Background: an optimization exercise with open tools, aiming at small area, a short achievable clock period and few clock cycles. Do not read the settings as production practice. The RTL was checked by simulation tests, not by an equivalence proof against the original design. No activity file was given, so power comes from the tool's default toggle rates.

`design/flow/flow/run.sh`:
```
#!/bin/bash
# The standard layout (the standard.sh: ORFS synthesis through finish),
# with repair_timing asked for 8 ns of setup slack at the 12 ns clock, so the
# resizer sizes and buffers the critical paths of this small design.  The
# flow's full output goes to standard.log; ORFS keeps its per-step logs.
set -o pipefail
bash standard.sh SETUP_SLACK_MARGIN=8.0 finish > standard.log 2>&1
```
`design/flow/standard.sh`:
```
#!/bin/bash
# synth_recipe.tcl (not shown) runs the flow's synth.tcl, then flattens the netlist and writes it again
# the make line also repeats each setting of config.mk as NAME=value (left out here)
make -C /OpenROAD-flow-scripts/flow DESIGN_CONFIG=/design/flow/config.mk WORK_HOME=/design/flow/orfs CLKGATE_MAP_FILE= SYNTH_SCRIPT=/design/flow/synth_recipe.tcl "${@:-finish}"
```
`design/flow/config.mk`:
```
export PLATFORM = sky130hd
export DESIGN_NAME = pcpi_spi
export DESIGN_NICKNAME = pcpi_spi
export VERILOG_FILES = /design/flow/design.v
export SDC_FILE = /design/flow/constraint.sdc
export NUM_CORES = 4
export LEC_CHECK = 0
export CAP_MARGIN = 20
export CORE_MARGIN = 2
export CORE_UTILIZATION = 55
export PLACE_DENSITY = 0.65
export SLEW_MARGIN = 20
```
`design/flow/constraint.sdc`:
```
create_clock -name core_clock -period 12.0 [get_ports {clk}]
set_input_delay 2.4000 -clock core_clock [delete_from_list [all_inputs] [get_ports {clk}]]
set_output_delay 2.4000 -clock core_clock [all_outputs]
set_load 0.01 [all_outputs]
```
`design/flow/design.v`:
```
module pcpi_spi (
    input  wire        clk,
    input  wire        rst,
    input  wire        start,
    input  wire [9:0]  prog_len,
    input  wire        spi_9bit,
    input  wire [2:0]  dsi_lanes,
    input  wire [15:0] hdisplay,
    input  wire [15:0] hsync_start,
    input  wire [15:0] hsync_end,
    input  wire [15:0] htotal,
    input  wire [15:0] vdisplay,
    input  wire [15:0] vsync_start,
    input  wire [15:0] vsync_end,
    input  wire [15:0] vtotal,
    output wire        busy,
    output wire        done,
    output wire [1:0]  result,
    output wire [9:0]  prog_addr,
    input  wire [7:0]  prog_data,
    output reg         ev_valid,
    input  wire        ev_ready,
    output reg         ev_sleep,
    output reg  [7:0]  ev_data,
    output reg         ev_last
);
    localparam [1:0] RES_OK     = 2'd0;
    localparam [1:0] RES_EINVAL = 2'd1;
    localparam [1:0] RES_UNSPEC = 2'd2;
    localparam [3:0] S_IDLE   = 4'd0;
    localparam [3:0] S_OP     = 4'd1;
    localparam [3:0] S_LEN    = 4'd2;
    localparam [3:0] S_BUFLEN = 4'd3;
    localparam [3:0] S_ARG    = 4'd4;
    localparam [3:0] S_FARG   = 4'd5;
    localparam [3:0] S_DATA   = 4'd6;
    localparam [3:0] S_FIN    = 4'd7;
    localparam [3:0] S_SKIPB  = 4'd8;
    localparam [1:0] E_IDLE  = 2'd0;
    localparam [1:0] E_ALIGN = 2'd1;
    localparam [1:0] E_SKIP  = 2'd2;
    localparam [1:0] E_WRITE = 2'd3;
    reg [9:0]   pa;           
    reg         iss;          
    reg         f1;           
    reg [7:0]   q0, q1, q2;   
    reg [1:0]   qc;
    reg [3:0]   st;
    reg         busy_r, done_r;
    reg [1:0]   res;
    reg         mode9, dry, skip, hasstop, stopen, stophere, isdelay;
    reg [9:0]   pc;           
    reg [9:0]   left;         
    reg [9:0]   stop_pc;
    reg [5:0]   wroom;        
    reg [6:0]   dcnt;         
    reg [4:0]   di;           
    reg         dfirst;       
    reg         from_cmd;
    reg [3:0]   eop;          
    reg [2:0]   argi;
    reg [7:0]   ms;
    reg         sl;           
    reg [7:0]   cbuf;         
    reg         eidle_d;
    reg         clr;          
    reg [16:0]  accn;
    reg [4:0]   cnt;
    reg         fl;           
    reg [1:0]   es;
    reg [38:0]  sv;           
    reg [7:0]   eds, edl;
    reg [8:0]   eend;         
    reg [5:0]   er;
    reg         ezero;
    reg [4:0]   eb, ebend;
    reg         efirst;
    reg [2:0]   elo, ehi;
    reg [191:0] cmd;          
    assign busy      = busy_r;
    assign done      = done_r;
    assign result    = res;
    assign prog_addr = pa;
    wire       emit_sl;
    wire [7:0] cmd_rd;
    wire       hv       = (qc != 2'd0);
    wire [7:0] h        = q0;
    wire       eng_idle = (es == E_IDLE);
    wire       room     = !fl && !sl && (cnt <= 5'd8);
    wire       ld_ok    = !ev_valid || ev_ready;
    wire       idle_start = (st == S_IDLE) && start;
    wire [6:0] o   = h[6:0];
    wire       g   = h[7];
    function [9:0] f_dec;
        input [7:0] b;
        reg [6:0] x;
        begin
            x = b[6:0];
            f_dec[0] = (x == 7'h00) || (x > 7'h54);          
            f_dec[1] = (x >= 7'h01) && (x <= 7'h3B);         
            f_dec[2] = (x[6:2] == 5'b10010);                 
            f_dec[3] = (x[6:3] == 4'b1000);                  
            f_dec[4] = (x == 7'h4C);                         
            f_dec[5] = (x == 7'h3C);
            f_dec[6] = (x == 7'h3D);
            f_dec[7] = (x == 7'h3E);
            f_dec[8] = (x == 7'h3F);
            f_dec[9] = x[6];                                 
        end
    endfunction
    reg  [9:0] hd;
    wire d_unknown = hd[0];
    wire d_inline  = hd[1];
    wire d_lane    = hd[2];
    wire d_read    = hd[3];
    wire d_const   = hd[4];
    wire d_3c      = hd[5];
    wire d_3d      = hd[6];
    wire d_3e      = hd[7];
    wire d_3f      = hd[8];
    wire d_hi      = hd[9];
    reg [6:0] body_len;
    always @* begin
        if (d_inline)      body_len = o;
        else if (d_read)   body_len = {4'd0, 3'd2 + {2'd0, g}} + {4'd0, o[2:0]};
        else if (d_const)  body_len = 7'd6;
        else if (d_lane)   body_len = 7'd0;
        else if (d_hi)     body_len = 7'd3;     
        else               body_len = 7'd1;     
    end
    reg  [2:0] lanes_m1;              
    wire lane_miss = (lanes_m1 != {1'b0, o[1:0]});
    wire [7:0] fplen  = (st == S_OP) ? {1'b0, o} : h;
    wire [9:0] jt_v;                 
    wire [9:0] lj_v;                 
    pcpi_add #(10) u_jt (.a(pc),   .b({2'b00, fplen}),  .ci(1'b1), .s(jt_v), .co());
    pcpi_add #(10) u_lj (.a(left), .b(~{2'b00, fplen}), .ci(1'b0), .s(lj_v), .co());
    wire [9:0] jt_2 = pc + 10'd2,  lj_2 = left - 10'd2;
    wire [9:0] jt_4 = pc + 10'd4,  lj_4 = left - 10'd4;
    wire [9:0] jt_7 = pc + 10'd7,  lj_7 = left - 10'd7;
    wire       j_var  = (st != S_OP) || d_inline;
    wire       j_c    = d_const;
    wire       j_t    = d_hi;
    wire [9:0] jt_a   = j_var ? jt_v : j_c ? jt_7 : j_t ? jt_4 : jt_2;
    wire [9:0] left_j = j_var ? lj_v : j_c ? lj_7 : j_t ? lj_4 : lj_2;
    wire       cmp_o, cmp_h;         
    pcpi_add #(10) u_co (.a({3'b000, o}), .b(~left), .ci(1'b1), .s(), .co(cmp_o));
    pcpi_add #(10) u_ch (.a({2'b00, h}),  .b(~left), .ci(1'b1), .s(), .co(cmp_h));
    wire       l_small  = (left[9:4] == 6'd0);
    wire [3:0] rd_body  = {2'b00, 1'b1, g} + {1'b0, o[2:0]};    
    wire       cmp_rd   = l_small && ({1'b0, rd_body} >= left[4:0]);
    reg        trunc_op;
    always @* begin
        if (d_inline)      trunc_op = cmp_o;
        else if (d_read)   trunc_op = cmp_rd;
        else if (d_const)  trunc_op = l_small && (left[3:0] <= 4'd6);
        else if (d_lane)   trunc_op = 1'b0;
        else if (d_hi)     trunc_op = l_small && (left[3:0] <= 4'd3);
        else               trunc_op = l_small && (left[3:0] <= 4'd1);
    end
    wire       trunc    = (st == S_OP) ? trunc_op : cmp_h;
    wire [9:0] pc_inc   = inc10(pc);
    wire [9:0] left_dec = ~inc10(~left);
    wire [9:0] pa_inc   = inc10(pa);
    function [9:0] inc10;
        input [9:0] a;
        integer k;
        begin
            for (k = 0; k < 10; k = k + 1)
                inc10[k] = a[k] ^ ((a & ((10'd1 << k) - 10'd1)) == ((10'd1 << k) - 10'd1));
        end
    endfunction
    wire       over   = (fplen[7:6] != 2'b00) || (fplen[5:0] > wroom);
    wire       fp     = mode9 && over;                        
    wire [5:0] wr_fp  = 6'd56 - fplen[5:0];
    wire [5:0] wr_nf  = wroom - fplen[5:0];
    wire       big9   = (fplen > 8'd56);
    wire       big8   = (fplen > 8'd64);
    wire       at_stop = stopen && (pc == stop_pc);
    wire       buf_ok = (h != 8'd0) && (h <= 8'd24);
    wire       wupd = hv && ((st == S_OP && d_inline && !skip && left != 10'd0 && !trunc) ||
                             (st == S_LEN && !skip && !trunc && h != 8'd0) ||
                             (st == S_BUFLEN && buf_ok));
    wire       wclr = hv && st == S_OP && d_3e && !skip && left != 10'd0 && !trunc;
    wire       rec_stop = dry && ((wupd && fp) || wclr);
    reg        cons, jmp, restart, push, set_fl, fin, farg_take, ld_ms, start_data;
    reg [3:0]  n_st;
    reg [1:0]  n_res;
    reg        n_skip, n_hasstop, n_stopen, n_stophere, n_dry, n_isdelay;
    reg [6:0]  n_dcnt;
    reg        n_from_cmd;
    always @* begin
        cons = 1'b0; jmp = 1'b0; restart = 1'b0; push = 1'b0; set_fl = 1'b0; fin = 1'b0;
        farg_take = 1'b0; ld_ms = 1'b0; start_data = 1'b0;
        n_st = st; n_res = res; n_skip = skip; n_hasstop = hasstop; n_stopen = stopen;
        n_stophere = stophere; n_dry = dry; n_isdelay = isdelay;
        n_dcnt = dcnt; n_from_cmd = from_cmd;
        case (st)
        S_OP: begin
            if (left == 10'd0) begin
                n_res = RES_OK;
                if (dry) begin
                    restart = 1'b1;
                end else begin
                    set_fl = 1'b1;
                    n_st   = S_FIN;
                end
            end else if (hv) begin
                if (d_unknown) begin
                    n_res = RES_EINVAL;
                    if (dry && hasstop) restart = 1'b1; else n_st = S_FIN;
                end else if (d_lane) begin
                    cons = 1'b1;
                    if (lane_miss) n_skip = 1'b1;
                end else if (trunc) begin
                    n_res = RES_EINVAL;
                    if (dry && hasstop) restart = 1'b1; else n_st = S_FIN;
                end else if (d_3c) begin
                    cons = 1'b1;
                    n_st = S_LEN;
                end else if (skip) begin
                    n_skip = 1'b0;
                    if (d_read) begin
                        cons   = 1'b1;
                        n_dcnt = body_len;
                        n_st   = S_SKIPB;
                    end else begin
                        jmp    = 1'b1;
                    end
                end else if (d_inline) begin
                                        if (fp) begin
                        if (!dry) set_fl = 1'b1;
                    end
                    if (mode9 && big9) begin
                        n_res = RES_EINVAL;
                        if (dry) restart = 1'b1; else n_st = S_FIN;
                    end else if (dry) begin
                        jmp = 1'b1;
                    end else if (fp && at_stop) begin
                        n_st = S_FIN;
                    end else begin
                        cons       = 1'b1;
                        n_dcnt     = o;
                        n_from_cmd = 1'b0;
                        start_data = 1'b1;
                        n_st       = S_DATA;
                    end
                end else if (d_3d) begin
                    cons = 1'b1;
                    n_st = S_BUFLEN;
                end else if (d_3e || d_3f) begin
                    cons      = 1'b1;
                    n_st      = S_ARG;
                    n_isdelay = d_3e;
                    if (d_3e) begin
                        if (!dry) begin set_fl = 1'b1; n_stophere = at_stop; end
                    end
                end else if (d_read) begin
                    n_res = RES_UNSPEC;
                    if (dry && hasstop) restart = 1'b1; else n_st = S_FIN;
                end else begin
                    if (dry) begin
                        jmp = 1'b1;
                    end else begin
                        cons = 1'b1;
                        n_st = S_FARG;
                    end
                end
            end
        end
        S_LEN: begin
            if (hv) begin
                if (trunc) begin
                    n_res = RES_EINVAL;
                    if (dry && hasstop) restart = 1'b1; else n_st = S_FIN;
                end else if (skip) begin
                    n_skip = 1'b0;
                    jmp    = 1'b1;
                    n_st   = S_OP;
                end else if (h == 8'd0) begin
                    n_res = RES_UNSPEC;
                    if (dry && hasstop) restart = 1'b1; else n_st = S_FIN;
                end else begin
                                        if (fp) begin
                        if (!dry) set_fl = 1'b1;
                    end
                    if (mode9 ? big9 : big8) begin
                        n_res = RES_EINVAL;
                        if (dry) restart = 1'b1; else n_st = S_FIN;
                    end else if (dry) begin
                        jmp  = 1'b1;
                        n_st = S_OP;
                    end else if (fp && at_stop) begin
                        n_st = S_FIN;
                    end else begin
                        cons       = 1'b1;
                        n_dcnt     = h[6:0];
                        n_from_cmd = 1'b0;
                        start_data = 1'b1;
                        n_st       = S_DATA;
                    end
                end
            end
        end
        S_BUFLEN: begin
            if (hv) begin
                if (h == 8'd0 || h > 8'd24) begin
                    n_res = RES_UNSPEC;
                    if (dry && hasstop) restart = 1'b1; else n_st = S_FIN;
                end else begin
                                        if (fp) begin
                        if (!dry) set_fl = 1'b1;
                    end
                    cons = 1'b1;
                    if (dry) begin
                        n_st = S_OP;
                    end else if (fp && at_stop) begin
                        n_st = S_FIN;
                    end else begin
                        n_dcnt     = h[6:0];
                        n_from_cmd = 1'b1;
                        start_data = 1'b1;
                        n_st       = S_DATA;
                    end
                end
            end
        end
        S_ARG: begin
            if (hv && !(isdelay && !dry && sl)) begin
                cons  = 1'b1;
                ld_ms = isdelay && !dry;
                n_st  = stophere ? S_FIN : S_OP;
            end
        end
        S_FARG: begin
            if (hv && (argi != 3'd0 || eng_idle)) begin
                cons      = 1'b1;
                farg_take = 1'b1;
                if ((eop == 4'hC) ? (argi == 3'd5) : (argi == 3'd2))
                    n_st = S_OP;
            end
        end
        S_DATA: begin
            if ((from_cmd ? (eng_idle && eidle_d) : hv) && room) begin
                push   = 1'b1;
                cons   = !from_cmd;
                n_dcnt = dcnt - 7'd1;
                if (dcnt == 7'd1) begin
                    if (!mode9) set_fl = 1'b1;
                    n_st = S_OP;
                end
            end
        end
        S_SKIPB: begin
            if (hv) begin
                cons   = 1'b1;
                n_dcnt = dcnt - 7'd1;
                if (dcnt == 7'd1) n_st = S_OP;
            end
        end
        S_FIN: begin
            if (!fl && cnt == 5'd0 && !sl && !ev_valid) begin
                fin  = 1'b1;
                n_st = S_IDLE;
            end
        end
        default: ;
        endcase
        if (rec_stop) n_hasstop = 1'b1;
        if (restart) begin
            n_dry      = 1'b0;
            n_stopen   = (n_res != RES_OK);
            n_skip     = 1'b0;
            n_stophere = 1'b0;
            n_st       = S_OP;
        end
    end
    wire        fjmp  = jmp || restart;
    wire [1:0]  qc_n  = qc + {1'b0, f1};                  
    wire [1:0]  qc_y  = qc + {1'b0, f1} - 2'd1;           
    wire        iss_n = ({1'b0, qc_n} + {2'd0, iss}) <= 3'd2;
    wire        iss_y = ({1'b0, qc_n} + {2'd0, iss}) <= 3'd3;
    always @(posedge clk) begin
        if (cons)
            hd <= (f1 && qc == 2'd1) ? f_dec(prog_data) : f_dec(q1);
        else if (f1 && qc == 2'd0)
            hd <= f_dec(prog_data);
        if (cons) begin
            q0 <= (f1 && qc == 2'd1) ? prog_data : q1;
            q1 <= (f1 && qc == 2'd2) ? prog_data : q2;
            if (f1 && qc == 2'd3) q2 <= prog_data;
        end else if (f1) begin
            if (qc == 2'd0) q0 <= prog_data;
            if (qc == 2'd1) q1 <= prog_data;
            if (qc == 2'd2) q2 <= prog_data;
        end
        if (rst || st == S_IDLE) begin
            pa  <= idle_start ? 10'd1 : 10'd0;
            iss <= 1'b1;
            f1  <= idle_start;
            qc  <= 2'd0;
        end else if (fjmp) begin
            pa  <= restart ? 10'd0 : jt_a;
            iss <= 1'b1;
            f1  <= 1'b0;
            qc  <= 2'd0;
        end else begin
            if (iss) pa <= pa_inc;
            f1  <= iss;
            qc  <= cons ? qc_y : qc_n;
            iss <= cons ? iss_y : iss_n;
        end
    end
    wire [4:0] di_inc = di + 5'd1;
    wire [4:0] cb_idx = start_data ? 5'd0 : (push ? di_inc : di);
    wire idle = (st == S_IDLE);
    always @(posedge clk) begin
        if (rst) begin
            st     <= S_IDLE;
            busy_r <= 1'b0;
            done_r <= 1'b0;
            sl     <= 1'b0;
        end else if (idle) begin
            done_r <= 1'b0;
            sl     <= 1'b0;
            if (start) begin
                st     <= S_OP;
                busy_r <= 1'b1;
            end
        end else begin
            st <= n_st;
            if (ld_ms) sl <= 1'b1;
            else if (emit_sl) sl <= 1'b0;
            if (fin) begin
                done_r <= 1'b1;
                busy_r <= 1'b0;
            end
        end
    end
    always @(posedge clk) begin
        cbuf    <= cmd_rd;
        eidle_d <= eng_idle;
        clr     <= idle_start;
        if (idle) begin
            res      <= RES_OK;
            mode9    <= spi_9bit;
            lanes_m1 <= dsi_lanes - 3'd1;
            dry      <= spi_9bit;
            skip     <= 1'b0;
            hasstop  <= 1'b0;
            stopen   <= 1'b0;
            stophere <= 1'b0;
            pc       <= 10'd0;
            left     <= prog_len;
            wroom    <= 6'd56;
        end else begin
            res      <= n_res;
            skip     <= n_skip;
            hasstop  <= n_hasstop;
            stopen   <= n_stopen;
            stophere <= n_stophere;
            dry      <= n_dry;
            if (restart)   wroom <= 6'd56;
            else if (wupd) wroom <= fp ? wr_fp : wr_nf;
            else if (wclr) wroom <= 6'd56;
            if (rec_stop) stop_pc <= pc;
            if (restart) begin
                pc   <= 10'd0;
                left <= prog_len;
            end else if (jmp) begin
                pc   <= jt_a;
                left <= left_j;
            end else if (cons) begin
                pc   <= pc_inc;
                left <= left_dec;
            end
        end
        isdelay  <= n_isdelay;
        dcnt     <= n_dcnt;
        from_cmd <= n_from_cmd;
        if (start_data) begin
            di     <= 5'd0;
            dfirst <= 1'b1;
        end else if (push) begin
            di     <= di_inc;
            dfirst <= 1'b0;
        end
        if (st == S_OP) eop <= o[3:0];
        if (st == S_OP) argi <= 3'd0;
        else if (farg_take) argi <= argi + 3'd1;
        if (ld_ms) ms <= h;
    end
    wire [7:0]  pb      = from_cmd ? cbuf : h;
    wire [8:0]  word    = mode9 ? {!dfirst, pb} : {pb, 1'b1};
    wire [3:0]  sh      = 4'd8 - cnt[3:0];
    wire [16:0] ins     = push ? ({8'd0, ~word} << sh) : 17'd0;
    wire [16:0] t       = accn | ins;
    wire [4:0]  c1      = cnt + (push ? (mode9 ? 5'd9 : 5'd8) : 5'd0);
    wire        fl_end  = fl && (cnt <= 5'd8);
    wire        can_pop = (cnt >= 5'd9) || (push && (mode9 || cnt[3])) || (fl && cnt != 5'd0);
    wire        pop     = can_pop && ld_ok;
    assign      emit_sl = sl && !fl && cnt == 5'd0 && ld_ok;
    always @(posedge clk) begin
        if (rst || idle) begin
            ev_valid <= 1'b0;
            fl       <= 1'b0;
            cnt      <= 5'd0;
            accn     <= 17'd0;
        end else begin
            if (pop) begin
                ev_valid <= 1'b1;
                ev_sleep <= 1'b0;
                ev_data  <= ~t[16:9];
                ev_last  <= fl_end;
                accn     <= {t[8:0], 8'd0};
                cnt      <= fl_end ? 5'd0 : (c1 - 5'd8);
            end else begin
                accn <= t;
                cnt  <= c1;
                if (emit_sl) begin
                    ev_valid <= 1'b1;
                    ev_sleep <= 1'b1;
                    ev_data  <= ms;
                    ev_last  <= 1'b1;
                end else if (ev_ready) begin
                    ev_valid <= 1'b0;
                end
            end
            if (set_fl)
                fl <= 1'b1;
            else if (fl && (cnt == 5'd0 || (pop && fl_end)))
                fl <= 1'b0;
        end
    end
    reg  [1:0]  t_ia;
    always @* begin
        case (eop[2:0])
            3'd5, 3'd1: t_ia = 2'd2;     
            3'd6, 3'd2: t_ia = 2'd3;     
            3'd7, 3'd3: t_ia = 2'd0;     
            default:    t_ia = 2'd1;     
        endcase
    end
    wire        t_v   = !eop[3] && (eop[2:0] != 3'd0);      
    wire [1:0]  t_i   = (argi == 3'd0) ? t_ia : (t_ia - 2'd1);
    wire        t_z   = (argi != 3'd0) && (t_ia == 2'd0);
    reg  [15:0] t_x;
    always @* begin
        case ({t_v, t_i})
            3'd0:    t_x = hdisplay;
            3'd1:    t_x = hsync_start;
            3'd2:    t_x = hsync_end;
            3'd3:    t_x = htotal;
            3'd4:    t_x = vdisplay;
            3'd5:    t_x = vsync_start;
            3'd6:    t_x = vsync_end;
            default: t_x = vtotal;
        endcase
    end
    wire [15:0] t_op  = t_z ? 16'd0 : t_x;
    wire [15:0] t_d;
    wire        t_co;
    pcpi_add #(16, 4) u_td (.a(sv[22:7]), .b(~sv[38:23]), .ci(1'b1), .s(t_d), .co(t_co));
    wire        is_c  = (eop == 4'hC);
    wire        kick  = farg_take && (is_c ? (argi == 3'd5) : (argi == 3'd2));
    wire [7:0]  ss    = is_c ? 8'd0 : h;
    wire [8:0]  r9    = {1'b0, ss} + 9'd7 - {6'd0, eds[2:0]};
    wire        evalid = (edl != 8'd0) && (eds < 8'd192);
    wire [8:0]  elast = eend - 9'd1;
    wire        elastb = (eb == ebend);
    wire [7:0] emask;
    genvar gq;
    generate
        for (gq = 0; gq < 8; gq = gq + 1) begin : g_mask
            assign emask[gq] = (!efirst || gq[2:0] >= elo) && (!elastb || gq[2:0] <= ehi);
        end
    endgenerate
    always @(posedge clk) begin
        if (rst || idle) begin
            es <= E_IDLE;
        end else begin
            if (kick)
                es <= evalid ? E_ALIGN : E_IDLE;
            case (es)
                E_ALIGN: es <= (!ezero && er[5:3] != 3'd0) ? E_SKIP : E_WRITE;
                E_SKIP:  if (er[5:3] == 3'd1) es <= E_WRITE;
                E_WRITE: if (elastb) es <= E_IDLE;
                default: ;
            endcase
        end
    end
    always @(posedge clk) begin
        begin
            if (farg_take) begin
                case (argi)
                    3'd0: begin
                        eds <= h;
                        if (!is_c) sv[22:7] <= t_op;
                    end
                    3'd1: begin
                        edl <= h;
                        if (!is_c) sv[38:23] <= t_op;
                    end
                    3'd2: begin
                        if (is_c) sv[14:7] <= h;
                        else      sv[38:7] <= {{16{!t_co}}, t_d};
                    end
                    3'd3: sv[22:15] <= h;
                    3'd4: sv[30:23] <= h;
                    default: sv[38:31] <= h;
                endcase
                if (argi == 3'd0) sv[6:0] <= 7'd0;
                if (argi == 3'd1) eend <= {1'b0, eds} + {1'b0, h};
            end
            if (kick) begin
                er     <= r9[5:0];
                ezero  <= (r9 >= 9'd39);
                eb     <= eds[7:3];
                efirst <= 1'b1;
                elo    <= eds[2:0];
            end
            case (es)
                E_ALIGN: begin
                    sv <= ezero ? 39'd0 : (sv >> er[2:0]);
                    if (eend[8] || elast[7:3] >= 5'd24) begin
                        ebend <= 5'd23;
                        ehi   <= 3'd7;
                    end else begin
                        ebend <= elast[7:3];
                        ehi   <= elast[2:0];
                    end
                end
                E_SKIP: begin
                    sv <= sv >> 8;
                    er <= er - 6'd8;
                end
                E_WRITE: begin
                    sv     <= sv >> 8;
                    eb     <= eb + 5'd1;
                    efirst <= 1'b0;
                end
                default: ;
            endcase
        end
    end
    wire ewr = (es == E_WRITE);
    reg  [7:0] eold;
    wire [4:0] rd_idx  = ewr ? (eb + 5'd1) : (es != E_IDLE) ? eb : cb_idx;
    assign     cmd_rd  = cmd[{rd_idx, 3'b000} +: 8];
    wire [7:0] wbyte   = clr ? 8'd0 : ((emask & sv[7:0]) | (~emask & eold));
    always @(posedge clk) eold <= cmd_rd;
    integer bi;
    always @(posedge clk) begin
        for (bi = 0; bi < 24; bi = bi + 1)
            if (clr || (ewr && eb == bi[4:0]))
                cmd[bi*8 +: 8] <= wbyte;
    end
endmodule
module pcpi_add #(parameter integer N = 10, parameter integer L = 4) (
    input  wire [N-1:0] a,
    input  wire [N-1:0] b,
    input  wire         ci,
    output wire [N-1:0] s,
    output wire         co
);
    wire [N-1:0]       x = a ^ b;
    wire [N*(L+1)-1:0] gg, pp;
    assign gg[N-1:0] = (a & b) | {{(N-1){1'b0}}, x[0] & ci};
    assign pp[N-1:0] = x;
    genvar k, i;
    generate
        for (k = 0; k < L; k = k + 1) begin : g_lv
            for (i = 0; i < N; i = i + 1) begin : g_bit
                if ((i >> k) & 1) begin : g_op
                    localparam integer J = ((i >> k) << k) - 1;
                    assign gg[(k+1)*N + i] = gg[k*N + i] | (pp[k*N + i] & gg[k*N + J]);
                    assign pp[(k+1)*N + i] = pp[k*N + i] & pp[k*N + J];
                end else begin : g_pass
                    assign gg[(k+1)*N + i] = gg[k*N + i];
                    assign pp[(k+1)*N + i] = pp[k*N + i];
                end
            end
        end
    endgenerate
    assign s  = x ^ {gg[L*N + N - 2 : L*N], ci};
    assign co = gg[L*N + N - 1];
endmodule
```
==> results of run 1 <==
[layout by cell type, fill, tap and decap left out, types with 50 or more instances in the layout]
master / synthesis / final
sky130_fd_sc_hd__clkbuf_16: 0 / 50
sky130_fd_sc_hd__clkdlybuf4s50_1: 0 / 177
sky130_fd_sc_hd__inv_1: 111 / 104
sky130_fd_sc_hd__buf_4: 4 / 101
sky130_fd_sc_hd__mux4_2: 65 / 70
sky130_fd_sc_hd__a21oi_1: 173 / 166
sky130_fd_sc_hd__dfxtp_1: 79 / 72
sky130_fd_sc_hd__xnor2_1: 64 / 63
sky130_fd_sc_hd__nor2_1: 184 / 175
sky130_fd_sc_hd__ha_1: 121 / 118
sky130_fd_sc_hd__nand2_1: 234 / 226
sky130_fd_sc_hd__nand3_1: 73 / 71
sky130_fd_sc_hd__o21ai_0: 157 / 151
sky130_fd_sc_hd__mux2i_1: 77 / 72
sky130_fd_sc_hd__edfxtp_1: 379 / 379
[metrics by stage]
stage / cells / hold WS (ps)
finish: 3503 / 455
floorplan: 2574 / 424
detailed placement: 3318 / 438
global placement: 3318 / 438
CTS: 3468 / 453
global route: 3503 / 490
[cell usage after synthesis, drive strengths merged, types with 29 or more instances]
| library cell | n | area share (%) |
|---|---|---|
| edfxtp | 379 | 41 |
| nand2 | 235 | 3.2 |
| nor2 | 186 | 2.6 |
| a21oi | 175 | 3.2 |
| o21ai | 160 | 2.9 |
| ha | 121 | 5.5 |
| inv | 114 | 1.5 |
| clkbuf | 112 | 1.5 |
| dfxtp | 79 | 5.7 |
| mux2i | 77 | 2.8 |
| mux4 | 73 | 6.1 |
| nand3 | 73 | 1.3 |
| xnor2 | 64 | 2.0 |
| nor3 | 54 | 1.0 |
| a22oi | 48 | 1.3 |
| xor2 | 44 | 1.4 |
| buf | 41 | 0.97 |
| a31oi | 38 | 0.86 |
| a211oi | 34 | 0.92 |
| a21o | 32 | 0.87 |
| mux2 | 29 | 1.2 |
[cells by family after synthesis]
logic type,Yosys count
AO/OA/AOI/OAI,719
multiplexers,179
flip-flops,458
buffers and inverters,269
XOR/XNOR,108
adder cells (fa/ha/maj),134
AND/OR/NAND/NOR,707
[worst max-delay path: cells and delay by family (launching register included)]
kind	cells	cell delay (ps)
AO/OA/AOI/OAI	5	1050
multiplexers	2	750
buffers and inverters	4	660
adder cells (fa/ha/maj)	2	560
flip-flops	1	440
AND/OR/NAND/NOR	3	350
XOR/XNOR	1	130
[worst paths after layout]
path | start | end | cells after the start
worst max-delay path | q0[1]$_DFFE_PP_ | eold[6]$_DFF_P_ | 17
worst min-delay path | accn[2]$_SDFF_PP0_ | accn[2]$_SDFF_PP0_ | 2
worst max register to register | q0[1]$_DFFE_PP_ | eold[6]$_DFF_P_ | 17
worst min register to register | accn[2]$_SDFF_PP0_ | accn[2]$_SDFF_PP0_ | 2
[final cells by class]
| class | instances | share of cell area, % |
|---|---|---|
| clock inverter | 26 | 0.824 |
| timing repair buffer | 316 | 10.0 |
| tap | 672 | 2.52 |
| multi-input combinational | 1849 | 42.4 |
| inverter | 116 | 1.40 |
| clock buffer | 64 | 3.96 |
| sequential | 458 | 38.9 |
| timing repair inverter | 2 | 0.0525 |
[metal layers]
metal  up-vias  wire length, µm  part of all wire, %  track usage (%)
met5         -               23                0.026                0
met4         2             3450                  4.0             11.9
met3       215             6690                  7.7             5.23
met2      1099            41400                   47             53.6
met1     11200            35800                   41             44.4
li1      10200                -                    -                -
[registers in the layout (all words and copies together) (netlist names), 8 cells and up]
register,count
eds,8
q1,8
accn,17
stop_pc,10
edl,8
sv,39
pc,10
q0,8
ms,8
ev_data,8
eold,8
eend,9
hd,10
q2,8
cmd,192
pa,10
left,10
[power groups by stage]
stage / Combinational (mW) / Clock [mW] / Sequential (mW)
detailed placement: 2.73 / 0 / 2.61
global route: 3.47 / 1.59 / 2.63
floorplan: 1.95 / 0 / 2.45
CTS: 2.98 / 1.53 / 2.58
global placement: 2.69 / 0 / 2.60
finish: 3.23 / 1.52 / 2.59
[timing repair]
action	4_1_cts	5_1_grt
endpoints found under the setup margin	181	153
pin swaps	32	36
resized for setup	108	73
cloned	15	3
buffers inserted	45	32
==> results_tabular.tex, run 1 <==
\begin{tabular}{lr}
\hline
Metric & Value \\
\hline
\multicolumn{2}{l}{\textbf{Run}} \\
Max-cap violations & 0 \\
\multicolumn{2}{l}{\textbf{Routing}} \\
Pre-antenna DRT Iters & 10 \\
Total DRC errors in the routed layout & 0 \\
Average vias per placed instance & 6.50 \\
Wire length per cell after detailed routing & 24.9 µm \\
Vias after detailed routing & 22,800 \\
Initial drt markers & 2,565 \\
Number of antenna-violating nets in the routed design & 0 \\
Detailed Route WL & 87.3 mm \\
\multicolumn{2}{l}{\textbf{Synthesis}} \\
Synthesized Nets & 2,862 \\
Main combinational cell family by area after synthesis & compound AO/OA/AOI/OAI gates \\
Synth Instances & 2,574 \\
Top\_reg\_cell synth & sky130\_fd\_sc\_hd\_\_edfxtp\_1 \\
Netlist Area Pre-Place & 0.0276 mm² \\
Synthesized-area fraction occupied by ao, oa, aoi and oai cells & 17.2\% \\
Number of different library cells in the post-synthesis netlist & 90 \\
Sequential element share of the synthesized area & 46.9\% \\
Yosys warnings & 1 \\
Share of synthesized cell area in full adder, half adder and majority cells & 6.42\% \\
Post-synth EDFFs & 379 \\
Number of register bits inferred by synthesis & 458 \\
Mean post-synth cell area & 10.7 µm² \\
Share of synthesized cell area in and, or, nand and nor gates & 12.0\% \\
Xor/xnor share of the synthesized area & 3.42\% \\
Async set or reset register ratio after synthesis & 0\% \\
Mux contribution to synthesized area & 10.0\% \\
\multicolumn{2}{l}{\textbf{Clock network}} \\
\# hold bufs at CTS & 0 \\
Number of buffers on the longest clock path & 3 \\
Num Clock Sinks & 458 \\
Later-pin clock latency in the skew report & 610 ps \\
Number of CTS-inserted buffers & 49 \\
TritonCTS clock tree & yes \\
Clock transition at path regs & 60 ps \\
Root buffer selected by CTS & sky130\_fd\_sc\_hd\_\_clkbuf\_16 \\
Maximum level of the CTS H-tree & 2 \\
\multicolumn{2}{l}{\textbf{Setup path}} \\
Largest fanout on the critical path & 5 \\
Critical path capture point type & flop \\
Cell-by-cell listing of the critical path & clkinvlp\_4 -> ha\_4 -> xnor2\_2 -> ha\_1 -> nand2\_1 -> o21ai\_2 -> a31o\_2 -> nand4\_1 -> a32oi\_2 -> nor2\_4 -> o31ai\_4 -> buf\_6 -> buf\_12 -> buf\_16 -> mux4\_2 -> mux2i\_2 -> o211ai\_1 \\
Required time reported for the critical path endpoint & 12,460 ps \\
Minimum setup slack among reg-to-reg paths & 7910 ps \\
Setup crit start kind & flop \\
Class of the most critical setup path & reg2reg \\
Arrival time at the worst endpoint & 4550 ps \\
Standard cell with the maximum stage delay on the critical path & sky130\_fd\_sc\_hd\_\_mux4\_2 \\
Delay of the slowest critical-path stage & 520 ps \\
\multicolumn{2}{l}{\textbf{Timing}} \\
Unrepaired setup endpoints after global routing & true \\
Final Hold Violating Endpoints & 0 \\
Crit share post-route & 34.1\% \\
Count of pins over their slew limit & 0 \\
Setup ws final & 7910 ps \\
Measured slew at the worst slew-check pin & 1230 ps \\
Fmax & 0.244 GHz \\
Sum of negative setup slack & 0 ps \\
Worst setup skew after layout & 23.9 ps \\
Final min period & 4090 ps \\
Final Setup Violations & 0 \\
Slew HR & 17.1\% \\
\multicolumn{2}{l}{\textbf{Power}} \\
Worst-case vdd ir drop & 0.185 mV \\
Sequential share of power & 35.3\% \\
Power spent charging and discharging nets & 2.90 mW \\
Power per cell area & 220 mW/mm² \\
Static leakage & 12.3 nW \\
Clk network pwr share & 20.7\% \\
Internal power consumption & 4.44 mW \\
Sw Ratio & 39.5\% \\
Total power & 7.34 mW \\
Combinational Power Share & 44.0\% \\
\multicolumn{2}{l}{\textbf{Die}} \\
Area of the die & 0.0521 mm² \\
Starting utilization of the core area & 55.4\% \\
Count of boundary I/O pins & 179 \\
Area of the placeable core & 0.0499 mm² \\
Height of the die & 228 µm \\
Std-Cell Rows & 82 \\
Die width & 228 µm \\
\multicolumn{2}{l}{\textbf{Run status}} \\
Run status & complete, no violations \\
\multicolumn{2}{l}{\textbf{Place}} \\
Port-buffer cells & 178 \\
HPWL Detailed & 58.3 mm \\
DP Worst Slack & 6360 ps \\
Routability congestion estimate from global placement & 0.958 \\
Cell Area, Placed & 0.0300 mm² \\
\multicolumn{2}{l}{\textbf{Finish}} \\
Register Area & 0.0130 mm² \\
Post-route standard cell area excluding fillers & 0.0334 mm² \\
Ant diodes & 0 \\
Area growth from synthesis to layout & 20.8\% \\
Proportion of layout cells with a drive suffix above 1 & 16.0\% \\
Final nets & 3,080 \\
Number of fill cells & 3,869 \\
Area used by multi-input combinational logic & 0.0141 mm² \\
Final core utilization & 67.0\% \\
\multicolumn{2}{l}{\textbf{Worst hold path}} \\
Type of the most critical hold path & reg2reg \\
\multicolumn{2}{l}{\textbf{GRT}} \\
Total congestion overflow after global routing & 0 \\
Largest net degree at the start of global routing & 42 \\
Via count of the first global-routing pass & 22,300 \\
Number of antenna violations at the first check in global routing & 2 \\
GRT Overall Usage & 32.8\% \\
Wire length of the first global-routing pass & 133 mm \\
\hline
\end{tabular}
Testbench counts, summed over its fixed seeds: cycles 224,219.
==> run 2: changes to the inputs <==
--- a/design/flow/design.v
+++ b/design/flow/design.v
@@ -133,17 +133,10 @@
     wire [7:0] fplen  = (st == S_OP) ? {1'b0, o} : h;
-    wire [9:0] jt_v;                 
-    wire [9:0] lj_v;                 
-    pcpi_add #(10) u_jt (.a(pc),   .b({2'b00, fplen}),  .ci(1'b1), .s(jt_v), .co());
-    pcpi_add #(10) u_lj (.a(left), .b(~{2'b00, fplen}), .ci(1'b0), .s(lj_v), .co());
-    wire [9:0] jt_2 = pc + 10'd2,  lj_2 = left - 10'd2;
-    wire [9:0] jt_4 = pc + 10'd4,  lj_4 = left - 10'd4;
-    wire [9:0] jt_7 = pc + 10'd7,  lj_7 = left - 10'd7;
     wire       j_var  = (st != S_OP) || d_inline;
-    wire       j_c    = d_const;
-    wire       j_t    = d_hi;
-    wire [9:0] jt_a   = j_var ? jt_v : j_c ? jt_7 : j_t ? jt_4 : jt_2;
-    wire [9:0] left_j = j_var ? lj_v : j_c ? lj_7 : j_t ? lj_4 : lj_2;
-    wire       cmp_o, cmp_h;         
-    pcpi_add #(10) u_co (.a({3'b000, o}), .b(~left), .ci(1'b1), .s(), .co(cmp_o));
-    pcpi_add #(10) u_ch (.a({2'b00, h}),  .b(~left), .ci(1'b1), .s(), .co(cmp_h));
+    wire [7:0] jlen   = j_var ? fplen : d_const ? 8'd6 : d_hi ? 8'd3 : 8'd1;
+    wire [9:0] jt_a;                 
+    wire [9:0] left_j;               
+    pcpi_add #(10) u_jt (.a(pc),   .b({2'b00, jlen}),  .ci(1'b1), .s(jt_a),   .co());
+    pcpi_add #(10) u_lj (.a(left), .b(~{2'b00, jlen}), .ci(1'b0), .s(left_j), .co());
+    wire       cmp_f;                
+    pcpi_add #(10) u_cf (.a({2'b00, fplen}), .b(~left), .ci(1'b1), .s(), .co(cmp_f));
     wire       l_small  = (left[9:4] == 6'd0);
@@ -153,3 +146,3 @@
     always @* begin
-        if (d_inline)      trunc_op = cmp_o;
+        if (d_inline)      trunc_op = cmp_f;
         else if (d_read)   trunc_op = cmp_rd;
@@ -160,3 +153,3 @@
     end
-    wire       trunc    = (st == S_OP) ? trunc_op : cmp_h;
+    wire       trunc    = (st == S_OP) ? trunc_op : cmp_f;
     wire [9:0] pc_inc   = inc10(pc);
--- a/design/flow/config.mk
+++ b/design/flow/config.mk
@@ -7,2 +7,3 @@
 export LEC_CHECK = 0
+export ABC_AREA = 1
 export CAP_MARGIN = 20
==> results_tabular.tex, run 2 <==
\begin{tabular}{lr}
\hline
Metric & Value \\
\hline
\multicolumn{2}{l}{\textbf{Timing}} \\
Measured slew at the worst slew-check pin & 1070 ps \\
Sum of negative setup slack & 0 ps \\
Crit share post-route & 33.3\% \\
Fmax & 0.250 GHz \\
Slew HR & 28.1\% \\
Unrepaired setup endpoints after global routing & true \\
Final Hold Violating Endpoints & 0 \\
Worst Hold Margin & 458 ps \\
Worst setup skew after layout & 19.6 ps \\
Final min period & 3990 ps \\
Final Setup Violations & 0 \\
Count of pins over their slew limit & 0 \\
\multicolumn{2}{l}{\textbf{Setup path}} \\
Delay of the slowest critical-path stage & 580 ps \\
Worst path depth & 1 \\
Setup crit start kind & flop \\
Class of the most critical setup path & reg2out \\
Minimum setup slack among reg-to-reg paths & 8080 ps \\
Number of buffers and inverters on the critical path & 1 \\
Startpoint of the worst-slack reg-to-reg timing path & q0[7]\$\_DFFE\_PP\_ \\
Cell-by-cell listing of the critical path & clkdlybuf4s50\_1 \\
Capture instance of the worst register-to-register path & eold[1]\$\_DFF\_P\_ \\
Cell type group with the largest total delay on the critical path & buffers and inverters \\
Required time reported for the critical path endpoint & 9600 ps \\
Capture point of the worst path & done \\
Standard cell with the maximum stage delay on the critical path & sky130\_fd\_sc\_hd\_\_clkdlybuf4s50\_1 \\
Critical path capture point type & output port \\
Largest fanout on the critical path & 2 \\
Launching instance or port of the critical path & done\_r\$\_SDFFE\_PP0P\_ \\
R2R cell count & 27 \\
Arrival time at the worst endpoint & 1590 ps \\
\multicolumn{2}{l}{\textbf{Die}} \\
Height of the die & 229 µm \\
Std-Cell Rows & 82 \\
Die width & 229 µm \\
Starting utilization of the core area & 55.7\% \\
Area of the placeable core & 0.0502 mm² \\
Count of boundary I/O pins & 179 \\
Area of the die & 0.0526 mm² \\
\multicolumn{2}{l}{\textbf{Synthesis}} \\
Async set or reset register ratio after synthesis & 0\% \\
Mean post-synth cell area & 8.23 µm² \\
Main combinational cell family by area after synthesis & simple AND/OR/NAND/NOR gates \\
Yosys warnings & 1 \\
Netlist Area Pre-Place & 0.0279 mm² \\
Mux contribution to synthesized area & 0.506\% \\
Share of synthesized cell area in and, or, nand and nor gates & 23.1\% \\
Share of synthesized cell area in full adder, half adder and majority cells & 5.86\% \\
Synthesized-area fraction occupied by ao, oa, aoi and oai cells & 13.9\% \\
Commonest cells in the netlist & sky130\_fd\_sc\_hd\_\_nand2\_1, sky130\_fd\_sc\_hd\_\_inv\_1, sky130\_fd\_sc\_hd\_\_edfxtp\_1 \\
Synthesized Nets & 3,671 \\
Top\_reg\_cell synth & sky130\_fd\_sc\_hd\_\_edfxtp\_1 \\
Number of register bits inferred by synthesis & 458 \\
Most common cell in the synthesized netlist & sky130\_fd\_sc\_hd\_\_nand2\_1 \\
Number of different library cells in the post-synthesis netlist & 64 \\
Synth Instances & 3,394 \\
Xor/xnor share of the synthesized area & 2.07\% \\
Post-synth EDFFs & 379 \\
Sequential element share of the synthesized area & 46.4\% \\
Top-area cell type share of the netlist area & 40.8\% \\
Largest area contributor in the synthesized netlist & sky130\_fd\_sc\_hd\_\_edfxtp\_1 \\
Biggest area contributors in the synthesized netlist & sky130\_fd\_sc\_hd\_\_edfxtp\_1, sky130\_fd\_sc\_hd\_\_nand2\_1, sky130\_fd\_sc\_hd\_\_dfxtp\_1, sky130\_fd\_sc\_hd\_\_inv\_1, sky130\_fd\_sc\_hd\_\_nand3\_1 \\
\multicolumn{2}{l}{\textbf{GRT}} \\
GRT Overall Usage & 34.8\% \\
Via count of the first global-routing pass & 25,200 \\
GR Util met1 & 47.1\% \\
Most used routing layer & met2 \\
GR Util met3 & 5.18\% \\
Number of antenna violations at the first check in global routing & 1 \\
Total congestion overflow after global routing & 0 \\
Largest net degree at the start of global routing & 67 \\
Wire length of the first global-routing pass & 143 mm \\
Met2 track demand over resource in global routing & 56.9\% \\
\multicolumn{2}{l}{\textbf{Clock network}} \\
Num Clock Sinks & 458 \\
Later-pin clock latency in the skew report & 620 ps \\
Maximum level of the CTS H-tree & 2 \\
Root buffer selected by CTS & sky130\_fd\_sc\_hd\_\_clkbuf\_16 \\
TritonCTS clock tree & yes \\
Number of buffers on the longest clock path & 3 \\
Number of CTS-inserted buffers & 50 \\
Clock transition at path regs & 70 ps \\
\multicolumn{2}{l}{\textbf{Routing}} \\
Initial drt markers & 3,404 \\
Total DRC errors in the routed layout & 0 \\
Average vias per placed instance & 6.13 \\
Detailed Route WL & 95.2 mm \\
Pre-antenna DRT Iters & 9 \\
Vias after detailed routing & 26,400 \\
Wire length per cell after detailed routing & 22.1 µm \\
Number of antenna-violating nets in the routed design & 0 \\
\multicolumn{2}{l}{\textbf{Power}} \\
Static leakage & 13.7 nW \\
Power per cell area & 251 mW/mm² \\
Worst-case vdd ir drop & 0.160 mV \\
Total power & 8.35 mW \\
\multicolumn{2}{l}{\textbf{Finish}} \\
Area growth from synthesis to layout & 19.4\% \\
Biggest register & cmd \\
Registers with the most flip-flops & cmd x192, sv x39, accn x17 \\
Post-route standard cell area excluding fillers & 0.0333 mm² \\
Max FFs per register & 192 \\
Proportion of layout cells with a drive suffix above 1 & 8.41\% \\
Ant diodes & 0 \\
Final nets & 3,875 \\
Commonest non-fill, non-tap cells in the layout & sky130\_fd\_sc\_hd\_\_nand2\_1, sky130\_fd\_sc\_hd\_\_inv\_1, sky130\_fd\_sc\_hd\_\_edfxtp\_1, sky130\_fd\_sc\_hd\_\_nor2\_1, sky130\_fd\_sc\_hd\_\_nand3\_1 \\
Most common cell after layout, fill and taps aside & sky130\_fd\_sc\_hd\_\_nand2\_1 \\
\multicolumn{2}{l}{\textbf{Place}} \\
Port-buffer cells & 178 \\
HPWL Detailed & 66.0 mm \\
Routability congestion estimate from global placement & 1.01 \\
Cell Area, Placed & 0.0304 mm² \\
\multicolumn{2}{l}{\textbf{Worst hold path}} \\
Type of the most critical hold path & reg2reg \\
\multicolumn{2}{l}{\textbf{Run}} \\
Max-cap violations & 0 \\
\multicolumn{2}{l}{\textbf{Run status}} \\
Run status & complete, no violations \\
\hline
\end{tabular}
[run 2: worst min path at each step]
stage / start / to / slack [ps] / cells past startpoint
2_1_floorplan: pc[9]$_SDFFE_PP0P_ / stop_pc[9]$_DFFE_PP_ / 410 / 0
3_3_place_gp: hasstop$_SDFFE_PP0P_ / hasstop$_SDFFE_PP0P_ / 440 / 2
3_5_place_dp: dfirst$_SDFFE_PP1P_ / dfirst$_SDFFE_PP1P_ / 440 / 2
4_1_cts: dfirst$_SDFFE_PP1P_ / dfirst$_SDFFE_PP1P_ / 460 / 2
5_1_grt: hasstop$_SDFFE_PP0P_ / hasstop$_SDFFE_PP0P_ / 470 / 2
6_report: hasstop$_SDFFE_PP0P_ / hasstop$_SDFFE_PP0P_ / 460 / 2
[run 2: layer usage]
layer | vias to the layer above | part of all wire, %
met2 | 1562 | 46
met4 | 2 | 4.0
met3 | 278 | 9.2
met5 | - | 0.011
li1 | 12000 | -
met1 | 12600 | 40
[run 2: report_power, final]
part / internal (mW) / leakage, nW / switching (mW) / total [mW]
clock: 1.02 / 0.858 / 0.671 / 1.69
sequential: 2.32 / 4.19 / 0.281 / 2.60
combinational: 1.36 / 8.70 / 2.70 / 4.06
total: 4.70 / 13.7 / 3.65 / 8.35
[run 2: logic make-up after synthesis]
logic type	after synthesis
XOR/XNOR	66
AND/OR/NAND/NOR	1495
adder cells (fa/ha/maj)	123
multiplexers	14
flip-flops	458
buffers and inverters	580
AO/OA/AOI/OAI	658
[run 2: layout make-up]
class | count | area, µm²
Timing Repair inverter | 2 | 12.5
Clock buffer | 69 | 1400
Inverter | 444 | 1730
Multi-Input combinational cell | 2363 | 13100
Fill cell | 4063 | 16800
Clock inverter | 24 | 382
Sequential cell | 458 | 13000
Timing Repair Buffer | 279 | 2870
Tap cell | 672 | 841
[run 2: stage by stage]
step | utilization, % | worst slack, ps | std cells
after floorplan | - | 8050 | 3394
after global placement | 60.5 | 6510 | 4154
after detailed placement | 60.5 | 6250 | 4155
after CTS | 65.1 | 7870 | 4273
after global routing | 66.4 | 7920 | 4311
final | 66.4 | 8010 | 4311
[run 2: worst reg2reg max path, cell delays in order, from the launching register on]
cell and delay, ps:
sky130_fd_sc_hd__edfxtp_1 410, sky130_fd_sc_hd__buf_12 160, sky130_fd_sc_hd__ha_1 200, sky130_fd_sc_hd__inv_2 60
sky130_fd_sc_hd__ha_1 150, sky130_fd_sc_hd__xor2_1 160, sky130_fd_sc_hd__inv_1 100, sky130_fd_sc_hd__ha_4 230
sky130_fd_sc_hd__a21oi_1 160, sky130_fd_sc_hd__nor2_1 70, sky130_fd_sc_hd__a21oi_1 160, sky130_fd_sc_hd__nand4_1 130
sky130_fd_sc_hd__nand2_2 190, sky130_fd_sc_hd__nand2_8 110, sky130_fd_sc_hd__nor2_4 130, sky130_fd_sc_hd__nand3_4 110
sky130_fd_sc_hd__nand3_4 140, sky130_fd_sc_hd__nand2_4 100, sky130_fd_sc_hd__buf_12 190, sky130_fd_sc_hd__nand2_8 140
sky130_fd_sc_hd__buf_4 160, sky130_fd_sc_hd__nand2_1 50, sky130_fd_sc_hd__nand3_1 80, sky130_fd_sc_hd__nand3_1 110
sky130_fd_sc_hd__nand3_2 120, sky130_fd_sc_hd__nand2_1 80, sky130_fd_sc_hd__nand2_1 80, sky130_fd_sc_hd__nand2_1 60
[run 2: what timing repair did]
| action | CTS | global route |
|---|---|---|
| gates resized for setup | 50 | 64 |
| hold buffers | 0 | 0 |
| buffers inserted | 19 | 23 |
| cloned | 6 | 14 |
| endpoints found under the setup margin | 173 | 106 |
| pin swaps | 3 | 12 |
Testbench counts of run 2, summed over its fixed seeds: cycles 224,219.
==> run 3: changes to the inputs <==
--- a/design/flow/config.mk
+++ b/design/flow/config.mk
@@ -7,3 +7,2 @@
 export LEC_CHECK = 0
-export ABC_AREA = 1
 export CAP_MARGIN = 20
==> results_tabular.tex, run 3 <==
\begin{tabular}{lr}
\hline
Metric & Value \\
\hline
\multicolumn{2}{l}{\textbf{Synthesis}} \\
Number of different library cells in the post-synthesis netlist & 99 \\
Synth Instances & 2,683 \\
Post-synth EDFFs & 379 \\
Largest area contributor in the synthesized netlist & sky130\_fd\_sc\_hd\_\_edfxtp\_1 \\
Mux contribution to synthesized area & 7.35\% \\
Mean post-synth cell area & 10.3 µm² \\
Main combinational cell family by area after synthesis & compound AO/OA/AOI/OAI gates \\
Netlist Area Pre-Place & 0.0275 mm² \\
Top\_reg\_cell synth & sky130\_fd\_sc\_hd\_\_edfxtp\_1 \\
Number of register bits inferred by synthesis & 458 \\
Synthesized-area fraction occupied by ao, oa, aoi and oai cells & 18.7\% \\
Top-area cell type share of the netlist area & 41.4\% \\
Sequential element share of the synthesized area & 47.1\% \\
Share of synthesized cell area in and, or, nand and nor gates & 13.7\% \\
Xor/xnor share of the synthesized area & 3.12\% \\
Commonest cells in the netlist & sky130\_fd\_sc\_hd\_\_edfxtp\_1, sky130\_fd\_sc\_hd\_\_nand2\_1, sky130\_fd\_sc\_hd\_\_nor2\_1 \\
Biggest area contributors in the synthesized netlist & sky130\_fd\_sc\_hd\_\_edfxtp\_1, sky130\_fd\_sc\_hd\_\_dfxtp\_1, sky130\_fd\_sc\_hd\_\_ha\_1, sky130\_fd\_sc\_hd\_\_nand2\_1, sky130\_fd\_sc\_hd\_\_a21oi\_1 \\
Share of synthesized cell area in full adder, half adder and majority cells & 5.95\% \\
Most common cell in the synthesized netlist & sky130\_fd\_sc\_hd\_\_edfxtp\_1 \\
Synthesized Nets & 2,960 \\
Async set or reset register ratio after synthesis & 0\% \\
Yosys warnings & 1 \\
\multicolumn{2}{l}{\textbf{Routing}} \\
Detailed Route WL & 88.5 mm \\
Initial drt markers & 2,913 \\
Vias after detailed routing & 23,700 \\
Total DRC errors in the routed layout & 0 \\
Average vias per placed instance & 6.57 \\
Number of antenna-violating nets in the routed design & 0 \\
Pre-antenna DRT Iters & 6 \\
Wire length per cell after detailed routing & 24.5 µm \\
\multicolumn{2}{l}{\textbf{Worst hold path}} \\
Type of the most critical hold path & reg2reg \\
\multicolumn{2}{l}{\textbf{Die}} \\
Die width & 228 µm \\
Std-Cell Rows & 81 \\
Area of the placeable core & 0.0492 mm² \\
Count of boundary I/O pins & 179 \\
Starting utilization of the core area & 56.0\% \\
Height of the die & 228 µm \\
Area of the die & 0.0518 mm² \\
\multicolumn{2}{l}{\textbf{Finish}} \\
Area growth from synthesis to layout & 21.7\% \\
Biggest register & cmd \\
Area used by multi-input combinational logic & 0.0143 mm² \\
Final core utilization & 68.1\% \\
Register Area & 0.0130 mm² \\
Most common cell after layout, fill and taps aside & sky130\_fd\_sc\_hd\_\_edfxtp\_1 \\
Commonest non-fill, non-tap cells in the layout & sky130\_fd\_sc\_hd\_\_edfxtp\_1, sky130\_fd\_sc\_hd\_\_nand2\_1, sky130\_fd\_sc\_hd\_\_nor2\_1, sky130\_fd\_sc\_hd\_\_clkdlybuf4s50\_1, sky130\_fd\_sc\_hd\_\_a21oi\_1 \\
Registers with the most flip-flops & cmd x192, sv x39, accn x17 \\
Layout Cells excl Fill & 3,608 \\
Max FFs per register & 192 \\
Number of fill cells & 3,708 \\
Final nets & 3,178 \\
Proportion of layout cells with a drive suffix above 1 & 15.2\% \\
\multicolumn{2}{l}{\textbf{Clock network}} \\
Number of CTS-inserted buffers & 51 \\
Number of buffers on the longest clock path & 3 \\
Maximum level of the CTS H-tree & 2 \\
TritonCTS clock tree & yes \\
\# hold bufs at CTS & 0 \\
Root buffer selected by CTS & sky130\_fd\_sc\_hd\_\_clkbuf\_16 \\
Later-pin clock latency in the skew report & 620 ps \\
Clock transition at path regs & 60 ps \\
Num Clock Sinks & 458 \\
\multicolumn{2}{l}{\textbf{GRT}} \\
Largest net degree at the start of global routing & 73 \\
Total congestion overflow after global routing & 0 \\
Wire length of the first global-routing pass & 129 mm \\
Via count of the first global-routing pass & 21,900 \\
GRT Overall Usage & 32.7\% \\
Number of antenna violations at the first check in global routing & 1 \\
\multicolumn{2}{l}{\textbf{Timing}} \\
Crit share post-route & 33.4\% \\
Fmax & 0.249 GHz \\
Final Hold Violating Endpoints & 0 \\
Unrepaired setup endpoints after global routing & true \\
Slew HR & 15.9\% \\
Count of pins over their slew limit & 0 \\
Sum of negative setup slack & 0 ps \\
Final min period & 4010 ps \\
Worst setup skew after layout & 32.6 ps \\
Measured slew at the worst slew-check pin & 1260 ps \\
Final Setup Violations & 0 \\
\multicolumn{2}{l}{\textbf{Place}} \\
Routability congestion estimate from global placement & 1.02 \\
HPWL Detailed & 59.5 mm \\
Placed instance count & 3,419 \\
Port-buffer cells & 178 \\
\multicolumn{2}{l}{\textbf{Power}} \\
Combinational Power Share & 44.3\% \\
Static leakage & 12.6 nW \\
Power spent charging and discharging nets & 2.99 mW \\
Sw Ratio & 39.9\% \\
Sequential share of power & 34.4\% \\
Power per cell area & 224 mW/mm² \\
Worst-case vdd ir drop & 0.166 mV \\
Clk network pwr share & 21.4\% \\
Internal power consumption & 4.50 mW \\
\multicolumn{2}{l}{\textbf{Setup path}} \\
Arrival time at the worst endpoint & 4510 ps \\
Class of the most critical setup path & reg2reg \\
Largest fanout on the critical path & 11 \\
Critical path capture point type & flop \\
Setup crit start kind & flop \\
Required time reported for the critical path endpoint & 12,500 ps \\
Minimum setup slack among reg-to-reg paths & 7990 ps \\
\multicolumn{2}{l}{\textbf{Run}} \\
Max-cap violations & 0 \\
\multicolumn{2}{l}{\textbf{Run status}} \\
Run status & complete, no violations \\
\hline
\end{tabular}
[run 3: cell count changes in the layout (fill, tap and decap cells not counted), moves of 31 or more]
cell and change:
sky130_fd_sc_hd__a22oi_1 +41, sky130_fd_sc_hd__inv_1 -289, sky130_fd_sc_hd__o21ai_0 -150, sky130_fd_sc_hd__nand3_1 -237, sky130_fd_sc_hd__nor2_1 -135, sky130_fd_sc_hd__a21o_1 +31, sky130_fd_sc_hd__xnor2_1 +40, sky130_fd_sc_hd__nand2_1 -353
sky130_fd_sc_hd__mux4_2 +35, sky130_fd_sc_hd__mux2i_1 +58
[run 3: stage by stage]
stage,setup WS [ps],hold slack [ps],power [mW],instance area (µm²)
floorplan,8030,424,4.35,27500
global placement,6880,447,5.26,29900
detailed placement,6700,451,5.32,29900
CTS,7940,467,7.09,32300
global route,7850,492,7.83,33500
finish,7990,468,7.49,33500
[run 3: kinds of logic after synthesis]
family / count (synthesis)
buffers and inverters: 279
muxes: 154
xor gates and xnor gates: 98
DFF: 458
adders and majority gates: 123
AOI/OAI and AO/OA: 748
and+or+nand+nor: 823
[run 3: path summary, 6_finish.rpt]
kind,depth (start not counted),end,from
setup reg to reg,17,eold[3]$_DFF_P_,st[3]$_SDFFE_PP0P_
hold / removal,2,accn[4]$_SDFF_PP0_,accn[4]$_SDFF_PP0_
setup / recovery,17,eold[3]$_DFF_P_,st[3]$_SDFFE_PP0P_
hold reg to reg,2,accn[4]$_SDFF_PP0_,accn[4]$_SDFF_PP0_
[run 3: critical path: stages, from the launching register on]
cell                        delay [ps]
sky130_fd_sc_hd__dfxtp_4           380
sky130_fd_sc_hd__or4b_4            610
sky130_fd_sc_hd__nand2_4           120
sky130_fd_sc_hd__inv_2              50
sky130_fd_sc_hd__ha_4              210
sky130_fd_sc_hd__a211oi_2          220
sky130_fd_sc_hd__o21ai_1            90
sky130_fd_sc_hd__a41o_1            230
sky130_fd_sc_hd__o2111a_2          180
sky130_fd_sc_hd__o32ai_4           320
sky130_fd_sc_hd__buf_12            160
sky130_fd_sc_hd__buf_8             100
sky130_fd_sc_hd__a31oi_4           220
sky130_fd_sc_hd__clkbuf_16         270
sky130_fd_sc_hd__a21oi_1           110
sky130_fd_sc_hd__nand2_1           170
sky130_fd_sc_hd__a32oi_2           290
sky130_fd_sc_hd__o211ai_1          130
[run 3: timing repair]
item	CTS	global route
cloned	5	11
pin swaps	16	45
setup endpoints to repair	200	191
resized for setup	99	119
buffers inserted	30	47
[run 3: cell type report]
class,count,share of cell area (%)
Tap cell,664,2.48
Antenna cell,1,0.00748
Timing Repair inverter,1,0.0150
Inverter,127,1.54
Timing Repair Buffer,312,9.22
Multi-Input combinational cell,1950,42.7
Sequential cell,458,38.8
Clock buffer,65,4.34
Clock inverter,30,0.894
[run 3: power groups by stage]
stage / Clock, mW / Combinational (mW) / Sequential, mW
floorplan: 0 / 1.87 / 2.48
global placement: 0 / 2.68 / 2.58
detailed placement: 0 / 2.73 / 2.59
CTS: 1.61 / 2.91 / 2.57
global route: 1.67 / 3.56 / 2.61
finish: 1.60 / 3.31 / 2.58
[run 3: routing by layer]
metal / share of wire, % / vias to the layer above / global-route usage, %
met5: 0 / - / 0
met1: 40 / 11500 / 44.4
met2: 47 / 1417 / 53.1
met4: 4.0 / 0 / 11.8
li1: - / 10500 / -
met3: 8.7 / 248 / 5.40
==> run 4: changes to the inputs <==
--- a/design/flow/config.mk
+++ b/design/flow/config.mk
@@ -10,2 +10,4 @@
 export CORE_UTILIZATION = 55
+export CTS_BUF_LIST = sky130_fd_sc_hd__clkbuf_4 sky130_fd_sc_hd__clkbuf_8
+export CTS_CLUSTER_SIZE = 20
 export PLACE_DENSITY = 0.65
==> results_tabular.tex, run 4 <==
\begin{tabular}{lr}
\hline
Metric & Value \\
\hline
\multicolumn{2}{l}{\textbf{Routing}} \\
Initial drt markers & 3,059 \\
Number of antenna-violating nets in the routed design & 0 \\
Detailed Route WL & 88.0 mm \\
Wire length per cell after detailed routing & 24.0 µm \\
Vias after detailed routing & 23,800 \\
\multicolumn{2}{l}{\textbf{Worst hold path}} \\
Hold wc startpoint & accn[4]\$\_SDFF\_PP0\_ \\
Hold Path Sink & accn[4]\$\_SDFF\_PP0\_ \\
Cell depth of the worst min-delay path & 2 \\
Type of the most critical hold path & reg2reg \\
\multicolumn{2}{l}{\textbf{Timing}} \\
Final Setup Violations & 0 \\
Fmax & 0.249 GHz \\
Final min period & 4020 ps \\
Crit share post-route & 33.5\% \\
Measured slew at the worst slew-check pin & 1210 ps \\
Sum of negative setup slack & 0 ps \\
Worst setup skew after layout & 66.0 ps \\
Final Hold Violating Endpoints & 0 \\
\multicolumn{2}{l}{\textbf{Place}} \\
Port-buffer cells & 178 \\
DP Worst Slack & 6700 ps \\
Routability congestion estimate from global placement & 1.02 \\
\multicolumn{2}{l}{\textbf{Die}} \\
Std-Cell Rows & 81 \\
Count of boundary I/O pins & 179 \\
Height of the die & 228 µm \\
\multicolumn{2}{l}{\textbf{GRT}} \\
Met2 track demand over resource in global routing & 53.3\% \\
GR Util met3 & 6.14\% \\
Via count of the first global-routing pass & 22,100 \\
Largest net degree at the start of global routing & 73 \\
Number of antenna violations at the first check in global routing & 1 \\
GR Util met1 & 44.2\% \\
\multicolumn{2}{l}{\textbf{Power}} \\
Worst-case vdd ir drop & 0.148 mV \\
Power per cell area & 219 mW/mm² \\
Static leakage & 12.6 nW \\
Total power & 7.27 mW \\
\multicolumn{2}{l}{\textbf{Setup path}} \\
Arrival time at the worst endpoint & 4460 ps \\
R2R cell count & 18 \\
Cell type group with the largest total delay on the critical path & compound AO/OA/AOI/OAI gates \\
Capture instance of the worst register-to-register path & eold[0]\$\_DFF\_P\_ \\
Startpoint of the worst-slack reg-to-reg timing path & st[3]\$\_SDFFE\_PP0P\_ \\
Standard cell with the maximum stage delay on the critical path & sky130\_fd\_sc\_hd\_\_o221ai\_1 \\
Required time reported for the critical path endpoint & 12,440 ps \\
Setup crit start kind & primary input \\
Critical path capture point type & flop \\
Minimum setup slack among reg-to-reg paths & 7990 ps \\
Cell-by-cell listing of the critical path & clkdlybuf4s50\_1 -> a222oi\_1 -> nand3\_1 -> o221ai\_1 -> o21ai\_0 -> a222oi\_1 -> nand2\_1 \\
Class of the most critical setup path & in2reg \\
\multicolumn{2}{l}{\textbf{Clock network}} \\
TritonCTS clock tree & yes \\
Maximum level of the CTS H-tree & 3 \\
Root buffer selected by CTS & sky130\_fd\_sc\_hd\_\_clkbuf\_8 \\
\# hold bufs at CTS & 0 \\
Number of CTS-inserted buffers & 80 \\
Clock transition at path regs & 60 ps \\
\multicolumn{2}{l}{\textbf{Finish}} \\
Final core utilization & 67.6\% \\
Number of fill cells & 3,792 \\
Proportion of layout cells with a drive suffix above 1 & 16.1\% \\
Biggest register & cmd \\
Commonest non-fill, non-tap cells in the layout & sky130\_fd\_sc\_hd\_\_edfxtp\_1, sky130\_fd\_sc\_hd\_\_nand2\_1, sky130\_fd\_sc\_hd\_\_nor2\_1, sky130\_fd\_sc\_hd\_\_a21oi\_1, sky130\_fd\_sc\_hd\_\_clkdlybuf4s50\_1 \\
Most common cell after layout, fill and taps aside & sky130\_fd\_sc\_hd\_\_edfxtp\_1 \\
Area growth from synthesis to layout & 20.8\% \\
Max FFs per register & 192 \\
\multicolumn{2}{l}{\textbf{Run}} \\
Max-cap violations & 0 \\
\multicolumn{2}{l}{\textbf{Synthesis}} \\
Yosys warnings & 1 \\
Netlist Area Pre-Place & 0.0275 mm² \\
Biggest area contributors in the synthesized netlist & sky130\_fd\_sc\_hd\_\_edfxtp\_1, sky130\_fd\_sc\_hd\_\_dfxtp\_1, sky130\_fd\_sc\_hd\_\_ha\_1, sky130\_fd\_sc\_hd\_\_nand2\_1, sky130\_fd\_sc\_hd\_\_a21oi\_1 \\
Synth Instances & 2,683 \\
Commonest cells in the netlist & sky130\_fd\_sc\_hd\_\_edfxtp\_1, sky130\_fd\_sc\_hd\_\_nand2\_1, sky130\_fd\_sc\_hd\_\_nor2\_1 \\
Number of different library cells in the post-synthesis netlist & 99 \\
Async set or reset register ratio after synthesis & 0\% \\
Top-area cell type share of the netlist area & 41.4\% \\
Sequential element share of the synthesized area & 47.1\% \\
Synthesized Nets & 2,960 \\
\multicolumn{2}{l}{\textbf{Run status}} \\
Run status & complete, no violations \\
\hline
\end{tabular}
-- run 4: cell count changes in the layout (fill, tap and decap cells not counted), moves of 6 or more --
cell	delta
sky130_fd_sc_hd__clkinv_1	+13
sky130_fd_sc_hd__mux2i_1	+6
sky130_fd_sc_hd__clkbuf_4	+24
sky130_fd_sc_hd__clkbuf_1	-6
sky130_fd_sc_hd__clkinvlp_4	-6
sky130_fd_sc_hd__clkbuf_8	+80
sky130_fd_sc_hd__clkbuf_16	-58
sky130_fd_sc_hd__dlygate4sd2_1	+9
sky130_fd_sc_hd__clkdlybuf4s50_1	-11
-- run 4: final cells by class --
type                    instances  area (µm²)  area share [%]
clock buffers                 108        1340            4.02
well taps                     664         831            2.50
diodes                          1        2.50         0.00753
inverters                     127         494            1.49
multi-input cells            1949       14100            42.6
clock inverters                37         299           0.900
repair buffers                313        3140            9.46
flip-flops and latches        458       13000            39.1
repair inverters                1        5.00          0.0151
-- run 4: per-stage QoR --
stage                     hold WS (ps)  area (µm²)  instances
after global routing               478       33200       3657
after CTS                          466       32300       3602
after global placement             447       29900       3419
after floorplan                    424       27500       2683
after detailed placement           451       29900       3419
final                              463       33200       3658
-- run 4: repair_timing --
action                     4_1_cts  5_1_grt
cloned                           7        7
resized for setup              106       93
pin swaps                       18       51
buffers inserted                31       48
setup endpoints to repair      206      171
-- run 4: worst min-delay path, cell delays in order (launching register included) --
cell and delay, ps:
sky130_fd_sc_hd__dfxtp_1 310, sky130_fd_sc_hd__a21oi_1 50, sky130_fd_sc_hd__nor2_1 70
-- run 4: where the power goes --
part	leakage (nW)	internal [mW]	total [mW]	switching [mW]
registers	4.24	2.32	2.57	0.258
clock network	0.864	0.800	1.48	0.681
logic	7.53	1.22	3.22	2.00
-- run 4: logic make-up after synthesis --
logic type | synth area share (%)
DFF | 47.1
and+or+nand+nor | 13.7
xor gates and xnor gates | 3.12
muxes | 7.35
AOI/OAI and AO/OA | 18.7
adders and majority gates | 5.95
buffers and inverters | 4.08
-- run 4: per-layer routing --
metal	vias up	share of wire (%)
met3	251	8.8
met4	0	3.8
met1	11500	40
met2	1361	47
met5	-	0
li1	10600	-
-- run 4: worst max path at each step --
stage,start,end,cells past startpoint
2_1_floorplan,st[1]$_SDFFE_PP0P_,pa[6]$_SDFFCE_PP0P_,17
3_3_place_gp,ev_ready,ev_data[0]$_DFFE_PP_,5
3_5_place_dp,ev_ready,ev_data[4]$_DFFE_PP_,5
4_1_cts,q0[7]$_DFFE_PP_,pa[1]$_SDFFCE_PP0P_,18
5_1_grt,st[2]$_SDFFE_PP0P_,eold[0]$_DFF_P_,18
6_report,hsync_start[9],sv[32]$_DFFE_PP_,7

## re-timing with driven ports
The results above use ideal ports. As a check the final layouts listed here were re-extracted and re-timed, cells and wires unchanged. Step 1, drivers: a clkbuf_16 drives clk and a buf_2 each remaining input, both assumed. Step 2 also shifts input and output timing later by t, the mid clock arrival at the registers, as if the neighbouring blocks saw the same clock. Three values: no drivers, after step 1, after step 2; two values: the first two.
run	t (ns)	setup slack, ns	clock arrival spread, ns
run 1	0.658	7.908 / 7.908 / 7.473	0.026 / 0.026
run 2	0.665	8.007 / 7.944 / 7.465	0.029 / 0.028
run 3	0.667	7.991 / 7.990 / 7.414	0.034 / 0.034
run 4	0.728	7.984 / 7.993 / 7.277	0.066 / 0.066
After both steps setup and hold are still met in every run listed. For run 4, which loses most, drivers alone change the setup slack by +0.009 ns; drivers and shift together by -0.707 ns.
